Source: an optimization exercise on an open RTL-to-GDS flow (aim: a short achievable clock period and few clock cycles). Production flows keep margins and buffers that such runs may drop. Function was checked by simulation only, so behaviour that the tests miss may differ from the original. Power figures rest on the tool's default switching activity, not on a simulated workload.

// hc11mon_dl
module hc11mon_dl #(
    parameter [15:0] MIN      = 16'h0400,
    parameter [15:0] MAX      = 16'h7DFF,
    parameter [15:0] LF_START = 16'h1000,
    parameter [15:0] LF_MAX   = 16'h7DC0
) (
    input  wire        clk,
    input  wire        rst,
    input  wire        cmd_valid,
    output wire        cmd_ready,
    input  wire [1:0]  cmd_op,
    input  wire [15:0] cmd_start,
    input  wire [15:0] cmd_end,
    input  wire        in_valid,
    output wire        in_ready,
    input  wire [7:0]  in_data,
    input  wire        in_eos,
    output wire        mem_req,
    output wire        mem_we,
    output wire [15:0] mem_addr,
    output wire [7:0]  mem_wdata,
    input  wire        mem_ack,
    input  wire [7:0]  mem_rdata,
    output reg         ev_valid,
    input  wire        ev_ready,
    output reg  [2:0]  ev_type,
    output reg  [15:0] ev_addr,
    output reg  [15:0] ev_data,
    output reg  [15:0] ev_line,
    output reg  [2:0]  ev_kind,
    output reg         ev_flag,
    output reg  [2:0]  ev_len,
    output reg  [47:0] ev_raw,
    output reg  [2:0]  ev_fam,
    output reg  [3:0]  ev_sfx,
    output reg  [2:0]  ev_opform
);
clock: 5.0 ns
lec_check: 0
abc_clock_period_in_ps: 1000
cap_margin: 20
core_margin: 2
core_utilization: 50
place_density: 0.65
setup_slack_margin: 3.0
slew_margin: 20
tns_end_percent: 100
run.sh (not shown) runs the stock make flow with config.mk's settings and CLKGATE_MAP_FILE= SYNTH_SCRIPT=/design/flow/synth_recipe.tcl, a recipe that flattens the netlist after the stock synthesis.
Testbench counts at the start, summed over its fixed seeds: cycles 43,523.
Then changed:
--- a/flow/design.v
+++ b/flow/design.v
@@ -134,25 +134,24 @@
     reg        mwe;
     reg [15:0] ma;
     reg [15:0] ma1;       
     reg [7:0]  wdat;
     localparam FW = 8 + 16 + 1 + 23;
     reg        rd_on;
     reg        f0_v, f1_v;
     reg        dis_on, ld_on;    
     reg        chk_on, dend_on;  
     reg [FW-1:0] f0, f1;
     reg        st_opnd;
     reg [1:0]  k;
-    reg        k3;        
     reg        pbx, pby, pbix, pbiy;
     reg [1:0]  ost;
     reg [2:0]  opf;
     reg [7:0]  hi;
     reg [2:0]  fam_r;
     reg [3:0]  sfx_r;
     reg [5:0]  pos1h;     
     reg [2:0]  pos;
     reg [47:0] raw;
     reg [15:0] ia;
     reg        seen_end;
     reg        t_v;
@@ -197,43 +196,42 @@
     wire in_take  = in_valid && in_ready_r;
     wire       c_fam, c_esc, c_xy, c_is16, c_zero, c_pbx, c_pby, c_pbix, c_pbiy;
     wire [2:0] c_famc;
     wire [3:0] c_sfx;
     wire [1:0] c_mode;
     hc11_decoder u_cls (
         .b(mem_rdata), .c_fam(c_fam), .c_esc(c_esc), .c_famc(c_famc), .c_sfx(c_sfx),
         .c_xy(c_xy), .c_is16(c_is16), .c_mode(c_mode), .c_zero(c_zero),
         .c_pbx(c_pbx), .c_pby(c_pby), .c_pbix(c_pbix), .c_pbiy(c_pbiy)
     );
     wire [FW-1:0] f_new = {mem_rdata, ma1, ma == c_end,
                            c_fam, c_esc, c_famc, c_sfx, c_xy, c_is16, c_mode, c_zero,
-                           c_pbx, c_pby, c_pbix, c_pbiy, !(c_fam || c_esc), 4'd0};
+                           c_pbx, c_pby, c_pbix, c_pbiy, 5'd0};
     wire [7:0]  b      = f0[FW-1 -: 8];
     wire [15:0] h_ap1  = f0[FW-9 -: 16];
     wire        h_eq   = f0[23];
     wire        h_fam  = f0[22];
     wire        h_esc  = f0[21];
     wire [2:0]  h_famc = f0[20:18];
     wire [3:0]  h_sfx  = f0[17:14];
     wire        h_xy   = f0[13];
     wire        h_is16 = f0[12];
     wire [1:0]  h_mode = f0[11:10];
     wire        h_zero = f0[9];
     wire        h_pbx  = f0[8];
     wire        h_pby  = f0[7];
     wire        h_pbix = f0[6];
     wire        h_pbiy = f0[5];
-    wire        h_pnul = f0[4];    
-    wire h_escg  = h_esc && !k3;
-    wire d_ends  = st_opnd ? ost[0] : (h_pnul || (h_esc && k3));
+    wire h_escg  = h_esc && (k != 2'd3);
+    wire d_ends  = st_opnd ? ost[0] : !(h_fam || h_escg);
     wire d_null  = !st_opnd;
     wire dpop    = dis_on && f0_v && can_push;
     wire dlast   = single || seen_end || h_eq;
     wire [47:0] raw_ev = {pos1h[5] ? b : raw[47:40], pos1h[4] ? b : raw[39:32],
                           pos1h[3] ? b : raw[31:24], pos1h[2] ? b : raw[23:16],
                           pos1h[1] ? b : raw[15:8],  pos1h[0] ? b : raw[7:0]};
     wire l_eval = ld_on && (ls == L_WIN) && full && !e_v && (s9f || (s1f && !(hvf && rngf)));
     wire s9_early = ld_on && (ls == L_WIN) && in_take && !in_eos &&
                     !(full && (s1f || s9f)) && (full || wcnt == 3'd7) && wS[1] && w9[2] &&
                     !e_v && can_push;
     wire e_evt  = e_eos || e_fmt || !e_dat || e_wcb;    
     wire e_prog = !e_eos && !e_fmt && !e_dat && e_ck;   
@@ -423,25 +421,24 @@
                     if (!f1_v) f0 <= f_new;
                     else begin f0 <= f1; f1 <= f_new; end
                 end
                 default: ;
             endcase
             if (rd_on) mreq <= !ffull_n;
             if (dpop) begin
                 seen_end <= seen_end | h_eq;
                 raw      <= raw_ev;
                 if (d_ends) begin
                     st_opnd <= 1'b0;
                     k       <= 2'd0;
-                    k3      <= 1'b0;
                     pbx <= 1'b1; pby <= 1'b0; pbix <= 1'b1; pbiy <= 1'b0;
                     pos     <= 3'd0;
                     pos1h   <= 6'd1;
                     ia      <= h_ap1;
                     if (dlast) begin
                         rd_on  <= 1'b0;
                         mreq   <= 1'b0;
                         f0_v   <= 1'b0;
                         f1_v   <= 1'b0;
                         dis_on <= 1'b0;
                         ts     <= single ? T_FIN : T_DEND;
                         dend_on <= !single;
@@ -459,25 +456,24 @@
                                     ost <= h_is16 ? O_IMM16_FIRST : O_LAST8;
                                     opf <= h_is16 ? OF_IMM16 : OF_IMM8;
                                 end
                                 2'b01: begin ost <= O_LAST8; opf <= OF_DIR; end
                                 2'b10: begin
                                     ost <= O_LAST8;
                                     opf <= pbix ? OF_IDX_X : pbiy ? OF_IDX_Y : OF_DIR;
                                 end
                                 default: begin ost <= O_EXT_HI; opf <= OF_EXT; end
                             endcase
                         end else begin
                             k    <= k + 2'd1;
-                            k3   <= (k == 2'd2);
                             pbx  <= h_pbx;
                             pby  <= h_pby;
                             pbix <= h_pbix;
                             pbiy <= h_pbiy;
                         end
                     end else begin
                         hi <= b;
                         if (ost == O_IMM16_FIRST && h_zero) begin
                             ost <= O_LAST8;
                             opf <= OF_IMM8;
                         end else
                             ost <= O_LAST16;
@@ -561,25 +557,24 @@
                 end
             end
             case (ts)
                 T_IDLE: begin
                     if (cmd_valid) begin
                         c_start  <= cmd_start;
                         c_end    <= cmd_end;
                         r_range  <= cmd_start > cmd_end;
                         r_sbad   <= (cmd_start < MIN) || (cmd_start > MAX);
                         r_ebad   <= (cmd_end < MIN) || (cmd_end > MAX);
                         st_opnd  <= 1'b0;
                         k        <= 2'd0;
-                        k3       <= 1'b0;
                         pbx <= 1'b1; pby <= 1'b0; pbix <= 1'b1; pbiy <= 1'b0;
                         pos      <= 3'd0;
                         pos1h    <= 6'd1;
                         seen_end <= 1'b0;
                         ia       <= cmd_start;
                         f0_v     <= 1'b0;
                         f1_v     <= 1'b0;
                         case (cmd_op)
                             OP_DECODE, OP_DISASM: begin
                                 single      <= (cmd_op == OP_DECODE);
                                 ma          <= cmd_start;
                                 ma1         <= cmd_start + 16'd1;
Effect: Global-route usage is lower by 1.1 points; maximum frequency goes up by 1.4%; die area is lower by 0.32%; total power goes up by 1.4%; via count went down by 3.6%; cell area falls by 1.6%; non-clock buffer count shrinks by 4; clock power goes up by 5.6%; combinational power went down by about 5%; setup slack is better by 37 ps; register-to-register slack improves by 40 ps; routed wire length shrinks by 3.3%; clock skew fell by 3.6 ps.
Testbench counts after the change, summed over its fixed seeds: cycles 43,523.

---

xenon:
hc11mon_dl, a different RTL version from the one above (not shown whole).
Size: roughly 660 flip-flops, roughly 0.031 sq mm of cells after synthesis.
export LEC_CHECK = 0
export ABC_CLOCK_PERIOD_IN_PS = 1000
export CAP_MARGIN = 20
export CORE_MARGIN = 2
export CORE_UTILIZATION = 50
export PLACE_DENSITY = 0.65
export SETUP_SLACK_MARGIN = 3.0
export SLEW_MARGIN = 20
export TNS_END_PERCENT = 100
create_clock -name core_clock -period 5.0 [get_ports {clk}]
Testbench counts of xenon, summed over its fixed seeds: cycles 43,523.
The inputs of yarrow differ from those of xenon as listed below.
--- a/flow/design.v
+++ b/flow/design.v
@@ -140,13 +140,12 @@
     reg        f0_v, f1_v;
     reg        dis_on, ld_on;    
     reg        chk_on, dend_on;  
     reg [FW-1:0] f0, f1;
     reg        st_opnd;
     reg [1:0]  k;
-    reg        k3;        
     reg        pbx, pby, pbix, pbiy;
     reg [1:0]  ost;
     reg [2:0]  opf;
     reg [7:0]  hi;
     reg [2:0]  fam_r;
     reg [3:0]  sfx_r;
@@ -202,13 +201,13 @@
         .b(mem_rdata), .c_fam(c_fam), .c_esc(c_esc), .c_famc(c_famc), .c_sfx(c_sfx),
         .c_xy(c_xy), .c_is16(c_is16), .c_mode(c_mode), .c_zero(c_zero),
         .c_pbx(c_pbx), .c_pby(c_pby), .c_pbix(c_pbix), .c_pbiy(c_pbiy)
     );
     wire [FW-1:0] f_new = {mem_rdata, ma1, ma == c_end,
                            c_fam, c_esc, c_famc, c_sfx, c_xy, c_is16, c_mode, c_zero,
-                           c_pbx, c_pby, c_pbix, c_pbiy, !(c_fam || c_esc), 4'd0};
+                           c_pbx, c_pby, c_pbix, c_pbiy, 5'd0};
     wire [7:0]  b      = f0[FW-1 -: 8];
     wire [15:0] h_ap1  = f0[FW-9 -: 16];
     wire        h_eq   = f0[23];
     wire        h_fam  = f0[22];
     wire        h_esc  = f0[21];
     wire [2:0]  h_famc = f0[20:18];
@@ -218,15 +217,14 @@
     wire [1:0]  h_mode = f0[11:10];
     wire        h_zero = f0[9];
     wire        h_pbx  = f0[8];
     wire        h_pby  = f0[7];
     wire        h_pbix = f0[6];
     wire        h_pbiy = f0[5];
-    wire        h_pnul = f0[4];    
-    wire h_escg  = h_esc && !k3;
-    wire d_ends  = st_opnd ? ost[0] : (h_pnul || (h_esc && k3));
+    wire h_escg  = h_esc && (k != 2'd3);
+    wire d_ends  = st_opnd ? ost[0] : !(h_fam || h_escg);
     wire d_null  = !st_opnd;
     wire dpop    = dis_on && f0_v && can_push;
     wire dlast   = single || seen_end || h_eq;
     wire [47:0] raw_ev = {pos1h[5] ? b : raw[47:40], pos1h[4] ? b : raw[39:32],
                           pos1h[3] ? b : raw[31:24], pos1h[2] ? b : raw[23:16],
                           pos1h[1] ? b : raw[15:8],  pos1h[0] ? b : raw[7:0]};
@@ -428,13 +426,12 @@
             if (dpop) begin
                 seen_end <= seen_end | h_eq;
                 raw      <= raw_ev;
                 if (d_ends) begin
                     st_opnd <= 1'b0;
                     k       <= 2'd0;
-                    k3      <= 1'b0;
                     pbx <= 1'b1; pby <= 1'b0; pbix <= 1'b1; pbiy <= 1'b0;
                     pos     <= 3'd0;
                     pos1h   <= 6'd1;
                     ia      <= h_ap1;
                     if (dlast) begin
                         rd_on  <= 1'b0;
@@ -464,13 +461,12 @@
                                     opf <= pbix ? OF_IDX_X : pbiy ? OF_IDX_Y : OF_DIR;
                                 end
                                 default: begin ost <= O_EXT_HI; opf <= OF_EXT; end
                             endcase
                         end else begin
                             k    <= k + 2'd1;
-                            k3   <= (k == 2'd2);
                             pbx  <= h_pbx;
                             pby  <= h_pby;
                             pbix <= h_pbix;
                             pbiy <= h_pbiy;
                         end
                     end else begin
@@ -564,13 +560,12 @@
                         c_end    <= cmd_end;
                         r_range  <= cmd_start > cmd_end;
                         r_sbad   <= (cmd_start < MIN) || (cmd_start > MAX);
                         r_ebad   <= (cmd_end < MIN) || (cmd_end > MAX);
                         st_opnd  <= 1'b0;
                         k        <= 2'd0;
-                        k3       <= 1'b0;
                         pbx <= 1'b1; pby <= 1'b0; pbix <= 1'b1; pbiy <= 1'b0;
                         pos      <= 3'd0;
                         pos1h    <= 6'd1;
                         seen_end <= 1'b0;
                         ia       <= cmd_start;
                         f0_v     <= 1'b0;
Notes after the runs:
- Compared with xenon, in yarrow sequential cell area share went up 0.29 points; final critical path time including I/O delays and setup went down 290 ps; combinational share of power went down 1.7 points; area overhead of the layout relative to synthesis went down 1.5 points.
- xenon -> yarrow: non-filler instance count after layout decreased by a few percent
- Compared with xenon, yarrow ends up with a smaller final cell area.
- Sum of internal, switching and leakage power was higher in xenon than in yarrow.
- A launching element of the worst setup path of dis_on$_SDFF_PP0_ is what yarrow shows, while acc[3]$_DFFE_PP_ belongs to xenon.
- yarrow has largest fanout on the critical path above what xenon had.
- Number of global-route vias before repair sits higher in yarrow than in xenon.
- Average wire per standard cell (lower): xenon
- Between yarrow and xenon, clock skew is lower for yarrow, xenon comes in above that.
Testbench counts of yarrow, summed over its fixed seeds: cycles 43,523.

==> afterwards: timing with drivers on the ports <==
The flow's constraints put no driver on any port. The routed layouts listed below were extracted and timed again, unchanged, in two steps.
Step 1, drivers: a clkbuf_16 drives clk and a buf_2 each remaining input, both assumed.
Step 2, shift: input delay + t, output delay - t, t = (earliest + latest rising clock arrival at the registers) / 2. This alone moves slack from input paths to output paths.
a / b / c = ideal ports / drivers / drivers and shift; a / b = the first two.
| run | t, ns | setup slack, ns | hold WS [ns] | worst setup path at the end | cell pins on the clock port's net |
|---|---|---|---|---|---|
| the first run of note 1 | 0.673 | 2.276 / 2.276 / 1.821 | 0.417 / 0.417 / 0.417 | input to register | 1 |
| the second run of note 1 | 0.674 | 2.313 / 2.313 / 1.810 | 0.419 / 0.419 / 0.419 | input to register | 1 |
| xenon | 0.674 | 2.280 / 2.280 / 1.663 | 0.423 / 0.423 / 0.423 | input to register | 1 |
| yarrow | 0.669 | 2.573 / 2.573 / 2.034 | 0.417 / 0.417 / 0.417 | input to register | 1 |
After both steps setup and hold are still met in every run listed. The setup slack of xenon, which loses most, moves by 0.000 ns with the drivers and by -0.617 ns with both steps.
